This design comes from an exercise in tuning for small area, a short achievable clock period and few clock cycles per item on the open sky130 flow, not from production work.
In this exercise RTL edits were held to simulation tests only and were not proved equivalent to the original.
Power figures rest on the tool's default switching activity, not on a simulated workload.

==> flow/design.v (outline; a module is shown in full before it is edited, if it fits) <==
// module s16_encoder: 372 lines
module s16_encoder (
    input  wire        clk,
    input  wire        rst,         
    input  wire        in_valid,
    output wire        in_ready,
    input  wire [27:0] in_data,
    input  wire        in_last,
    output reg         out_valid,
    input  wire        out_ready,
    output reg  [31:0] out_word,
    output reg         out_last
);
  // ...
==> flow/flow/run.sh <==
#!/bin/bash
set -euo pipefail
bash standard.sh SETUP_SLACK_MARGIN=7.75 finish > standard_flow.log 2>&1
==> flow/standard.sh <==
#!/bin/bash
# synth_recipe.tcl (not shown) runs the flow's synth.tcl, then flattens the netlist and writes it again
# the make line also repeats each setting of config.mk as NAME=value (left out here)
make -C /OpenROAD-flow-scripts/flow DESIGN_CONFIG=/design/flow/config.mk WORK_HOME=/design/flow/orfs CLKGATE_MAP_FILE= SYNTH_SCRIPT=/design/flow/synth_recipe.tcl "${@:-finish}"
==> flow/config.mk <==
export PLATFORM = sky130hd
export DESIGN_NAME = s16_encoder
export DESIGN_NICKNAME = s16_encoder
export VERILOG_FILES = /design/flow/design.v
export SDC_FILE = /design/flow/constraint.sdc
export NUM_CORES = 4
export LEC_CHECK = 0
export CAP_MARGIN = 40
export CORE_MARGIN = 2
export CORE_UTILIZATION = 50
export PLACE_DENSITY = 0.7
export SLEW_MARGIN = 40
==> flow/constraint.sdc <==
create_clock -name core_clock -period 12.0 [get_ports {clk}]
set_input_delay 2.4000 -clock core_clock [delete_from_list [all_inputs] [get_ports {clk}]]
set_output_delay 2.4000 -clock core_clock [all_outputs]
set_load 0.01 [all_outputs]
==> results.env, run 1 <==
DRT_FIRST_ITER_VIOLATIONS=5332
HOLDCRITSTARTPOINT='r_d[26]'
PLACE_AREA_SQ_UM=17550
INITIAL_UTILIZATION=0.5105
ROUTED_VIA_DENSITY=8.336
SYNTH-COMPOUND-AREA-SHARE=0.3771
LAYOUT-DRIVE-GT1-SHARE=0.2257
POWER_FRAC_COMB=0.598
USE_MET3=0.1919
FINAL_HOLD_VIOL_COUNT=0
FLOORPLAN.IO_PINS=68
IO_BUFFERS=67
WORST_SKEW_LATE_LATENCY_NS=0.58
HTREE_LEVELS=1
OUTCOME='complete, no violations'
SYNTHESIZED_AREA_DIVIDED_BY_SYNTHESIZED_CELL_COUNT_SQ_UM=8.666
BUF_SHARE=0.1175
DRC=0
YOSYS.AREA_SHARE.XOR_XNOR=0
COMMONEST_CELLS_AFTER_ROUTING_FILL_AND_TAPS_ASIDE='sky130_fd_sc_hd__nand2_1, sky130_fd_sc_hd__a22oi_1, sky130_fd_sc_hd__buf_4'
MAX_SLEW_MARGIN=0.3331
CRITICAL-PATH-TOP-CELL-BY-COUNT='sky130_fd_sc_hd__a221o_1'
FINALINSTANCEAREA_SQ_UM=20490
INTERNAL-POWER_mW=2.607
POST_DRT_WL_PER_CELL_MICRONS=33.86
FINAL-MAX-SLEW-VIOLATION-COUNT=0
LAYOUT.SEQUENTIAL_CELLS=244
FINALWEIGHTEDCONGESTION=1.058
CTS.PATH.MAX_BUFFERS=3
MULTI_INPUT_AREA_SQ_UM=10520
FMAXACHIEVABLE_GHz=0.2281
SYNTH.DISTINCT_CELLS=87
DR.MAX_LAYER_USED='met5'
CTS_HOLD_BUFFERS=0
SYN_TO_FINAL_GROWTH_PCT=22.47
CP-END-KIND='flip-flop'
FLOP2FLOP_SETUP_SLACK_NS=7.62
GRT_PASS1_WL_MICRONS=117400
REGISTERS.TOP_BY_FF_COUNT='out_word'
WORSTSETUPENDPOINT='w1[0]'
LARGESTCLASSBYAREA='multi-input combinational cells'
HORIZONTAL_DIE_DIMENSION_MICRONS=186.9
CTS.SINKS=244
PLACE_HPWL_MICRONS=46540
FILL_CELLS=2711
Testbench counts, summed over its fixed seeds: cycles 33,249, items 33,203.
==> inputs of run 2 (changes only) <==
--- a/flow/design.v
+++ b/flow/design.v
@@ -353,17 +353,20 @@
                 wlast <= app & r_l;
             else if (app)
                 wlast <= r_l;
             if (!r_v || app) begin
                 r_v <= s_v || in_valid;
                 r_d <= n_d; r_l <= n_l; r_f <= n_f;
                 s_v <= 1'b0;
             end else if (in_valid && !s_v) begin
-                s_v <= 1'b1; s_d <= in_data; s_l <= in_last;
+                s_v <= 1'b1;
+            end
+            if (!s_v) begin
+                s_d <= in_data; s_l <= in_last;
             end
             if (emit) begin
                 out_valid <= 1'b1;
                 out_word  <= {sel3, sel2, sel1, sel0, payload};
                 out_last  <= caseA & allw;
             end else if (out_ready) begin
                 out_valid <= 1'b0;
             end
==> results.env, run 2 <==
HIGHEST_NET_FANOUT_ALONG_THE_WORST_PATH=40
FINALWEIGHTEDCONGESTION=1.031  # -2.5%
POSTLAYOUTSETUPSLACKWORST_NS=7.689
CRITPATHREQUIREDTIME_NS=12.27
LARGEST_REGISTER_FF_COUNT=32
YOSYSTOPAREACELL='sky130_fd_sc_hd__edfxtp_1'
MAX_SLEW_MARGIN=0.3864  # +0.05327
FINAL_COMMON_CELL='sky130_fd_sc_hd__a22oi_1'
FIN_SKEW_NS=0.02335
YOSYSWARNINGCOUNT=1
FLOORPLAN.CORE_AREA_SQ_UM=33530
HOLD_PATH.CLASS='flip-flop to flip-flop'
IO_BUFFERS=67  # unchanged
REGISTERS.TOP_BY_FF_COUNT='out_word'
CP-END-KIND='flip-flop'
DIE_FOOTPRINT_SQ_UM=35550
WORST_HOLD_PATH_CELL_COUNT=1
DP.CELLS=2279
PLACE_WS_NS=5.016
INITIAL_UTILIZATION=0.5078  # -0.002621
USE_MET3=0.1831  # -0.008844
FMAXACHIEVABLE_GHz=0.2320  # +1.7%
POST-SYNTH-TOP-AREA-FRACTION=0.1781
DRT.ANTENNA.VIOLATING_NETS=0
FIRSTDRTPASSITERS=13
MOST_COMMON_CELL_IN_THE_NETLIST='sky130_fd_sc_hd__clkbuf_1'
FINISH.CELL_COUNT_WITHOUT_FILLERS=2436
FIN_NETS=1997
MOST_USED_ROUTING_LAYER_IN_GLOBAL_ROUTING='met2'
FILL_CELLS=2809  # +3.6%
CRIT_CHAIN='or4_4 -> or3_4 -> or4_4 -> nor3_4 -> buf_6 -> a211oi_4 -> buf_4 -> buf_4 -> a222oi_1 -> a21boi_0 -> nand4_1'
WORSTPATHBUFFERINVERTERCOUNT=3
YOSYS_REGISTER_BITS=244
CRITICAL_PATH_CELL_COUNT=11
OUTCOME='complete, no violations'
R2R.WORST_PATH.CELLS=11
NETLIST_INSTANCES=1980
PERIOD_SHARE=0.3592
CRITICAL_PATH.MAX_STAGE_DELAY_NS=0.57
TOTALWIRELENGTH_MICRONS=83830
REPORT.FINAL.SETUP_VIOL=0
CTS_INSERTED_BUFFERS=28
ANTENNA_FOUND_INITIAL=0
PATH_CLK_SLEW_NS=0.07
CTS_ROOT_BUFFER='sky130_fd_sc_hd__clkbuf_16'
TRITONCTS='yes'
HORIZONTAL_DIE_DIMENSION_MICRONS=188.5  # +0.86%
USE_MET2=0.6319
WORST_SKEW_LATE_LATENCY_NS=0.57  # about the same
LAYOUT-DRIVE-GT1-SHARE=0.2160  # -0.009695
MAXCAPVIOLATIONS=0
DRT_FIRST_ITER_VIOLATIONS=5896  # +11%
SYN-NUM-NETS=2013
POWER_LEAKAGE_nW=7.037
WORST_PATH_MAX_DELAY_CELL='sky130_fd_sc_hd__or4_4'
LEADING_REGISTERS_BY_FLOP_COUNT='out_word: 32 flops, koh: 29 flops'
GRT_START_MAX_NET_PINS=73
KIND_OF_START_POINT_OF_THE_CRITICAL_PATH='flip-flop'
SYNTH.DISTINCT_CELLS=83  # -4.6%
CTS.SINKS=244  # unchanged
RSZ0062_AT_GRT='yes'
ASYNCSETRESETFLOPFRACSYNTH=0
FINAL-MAX-SLEW-VIOLATION-COUNT=0  # unchanged
POWER_DENSITY_NORMALIZED_TO_CELL_AREA_nW_PER_UM2=171.0
POST_DRT_WL_PER_CELL_MICRONS=34.41  # +1.6%
TNS_NS=0
IR_WORST_VDD_V=0.0001584
ROWS=67
CTS.PATH.MAX_BUFFERS=3  # unchanged
SYNTHESIS.AREA_SQ_UM=17030
SEQ_AREA_FRAC_SYNTH=0.3462
EDFF_COUNT_SYNTH=101
DIE_Y_MICRONS=188.5
PATH_DELAY_FAMILY='simple AND/OR/NAND/NOR gates'
GLOBALROUTETOTALUTIL=0.4467
PLACE_HPWL_MICRONS=48760  # +4.8%
FINAL_HOLD_VIOL_COUNT=0  # unchanged
YS_DOMINANT_REG_CELL='sky130_fd_sc_hd__dfxtp_1'
DRC=0  # unchanged
SYN_TO_FINAL_GROWTH_PCT=22.73
SYNTH_TOP_CELLS_BY_AREA='sky130_fd_sc_hd__edfxtp_1, sky130_fd_sc_hd__dfxtp_1, sky130_fd_sc_hd__a22oi_1'
VIAS=20650
WORST_EP_ARRIVAL_TIME_NS=4.58
MAX_SLEW.WORST_PIN.SLEW_NS=0.9191
SYNTHESIZED_AREA_DIVIDED_BY_SYNTHESIZED_CELL_COUNT_SQ_UM=8.600  # -0.76%
GRT_PASS1_WL_MICRONS=123000  # +4.7%
NUMBER_OF_GLOBAL_ROUTE_VIAS_BEFORE_REPAIR=18970
FLOORPLAN.IO_PINS=68  # unchanged
HTREE_LEVELS=1  # unchanged
COMMONEST_CELLS_AFTER_ROUTING_FILL_AND_TAPS_ASIDE='sky130_fd_sc_hd__a22oi_1, sky130_fd_sc_hd__nand2_1, sky130_fd_sc_hd__dfxtp_1'
GRT_MET1_USE=0.5822
GLOBALROUTEOVERFLOWTOTAL=0
ROUTED_VIA_DENSITY=8.476  # +1.7%
PATH_CLASS='flip-flop to flip-flop'
TIME_THE_FINAL_WORST_PATH_NEEDS_WITH_I_O_DELAYS_AND_SETUP_NS=4.311
MOST_NUMEROUS_CELL_TYPES_IN_THE_SYNTHESIZED_NETLIST='sky130_fd_sc_hd__clkbuf_1, sky130_fd_sc_hd__a22oi_1, sky130_fd_sc_hd__nand2_1'
==> run 2: cell types whose count changed after synthesis, sizes merged, moves of 18 or more <==
cell	previous run	this run
buf	69	48
o21ai	57	78
and3	25	50
a22o	87	44
a21oi	109	65
nand4	27	45
a2111oi	1	19
nand2	172	153
clkbuf	211	238
==> run 2: path summary, 6_finish.rpt <==
kind	start	end	slack, ns
worst max-delay path	w1[7]	out_word[23]	7.69
worst min register to register	r_d[25]	w0[25]	0.47
worst min-delay path	r_d[25]	w0[25]	0.47
worst max register to register	w1[7]	out_word[23]	7.69
==> run 2: cell type report <==
class                   count  area [sq um]  share of cell area
diodes                      2         5.005           0.0002395
clock buffers              34         723.2             0.03460
flip-flops and latches    244          5921              0.2833
multi-input cells        1418         10920              0.5223
well taps                 448         560.5             0.02682
clock inverters            18         232.7             0.01114
inverters                  42         177.7            0.008501
repair buffers            227          2341              0.1120
repair inverters            3         22.52            0.001078
==> run 2: timing repair <==
action                     in CTS  in global routing
gates resized for setup       148                 88
hold endpoints to repair        0                  0
hold buffers                    0                  0
buffers inserted               55                 25
pin swaps                      23                 26
setup endpoints to repair     249                195
gates cloned                   20                  2
==> run 2: per-stage QoR <==
stage               area (sq um)  power, mW  hold slack (ns)  utilization
floorplan                  17310      1.762           0.4418            -
global placement           17910      2.194           0.4493       0.5340
detailed placement         17940      2.205           0.4512       0.5351
CTS                        20260      3.372           0.4662       0.6041
global route               20890      3.616           0.4897       0.6231
finish                     20900      3.573           0.4663       0.6232
==> run 2: layer usage <==
metal,vias to the layer above,wire length [microns]
met5,-,0
met3,697,14810
met4,0,6825
met1,9603,29030
met2,2227,33160
li1,8121,-
==> run 2: logic make-up (layout without fill, tap and decap cells) <==
logic type / after synthesis / in the layout / share of synthesized area
and+or+nand+nor: 560 / 570 / 0.1739
buffers and inverters: 328 / 324 / 0.07494
DFF: 244 / 244 / 0.3462
muxes: 56 / 56 / 0.03527
other: 0 / 2 / 0
AOI/OAI and AO/OA: 792 / 792 / 0.3697
==> run 2: report_power, final <==
part           switching [mW]  total, mW  leakage, nW  internal [mW]
Sequential             0.0842       1.04         2.13          0.958
Clock                   0.385      0.907        0.460          0.522
Combinational            1.09       1.62         4.45          0.532
Total                    1.56       3.57         7.04           2.01
Testbench counts of run 2, summed over its fixed seeds: cycles 33,249, items 33,203.

-- static timing again, ports no longer ideal --
In the flow no input, the clock included, has a driving cell. The finished layouts below were timed again as built, in two steps. Step 1 assumes that a clkbuf_16 drives the clock port and a buf_2 every other input. Step 2 also shifts input and output timing later by t, the mid clock arrival at the registers, as if the neighbouring blocks saw the same clock. Slacks: ideal ports / drivers / drivers and shift; pairs: ideal ports / drivers.
run	shift t [ns]	slack for setup (ns)	worst setup path after step 2	worst data-port slew with drivers (ns)	pins driven straight from the clock port
run 1	0.619	7.616 / 7.616 / 7.199	input to register	0.05	1
run 2	0.611	7.689 / 7.689 / 7.186	input to register	0.04	1
After both steps every run listed still meets setup and hold. For run 2, which loses most, drivers alone change the setup slack by 0.000 ns; drivers and shift together by -0.503 ns.
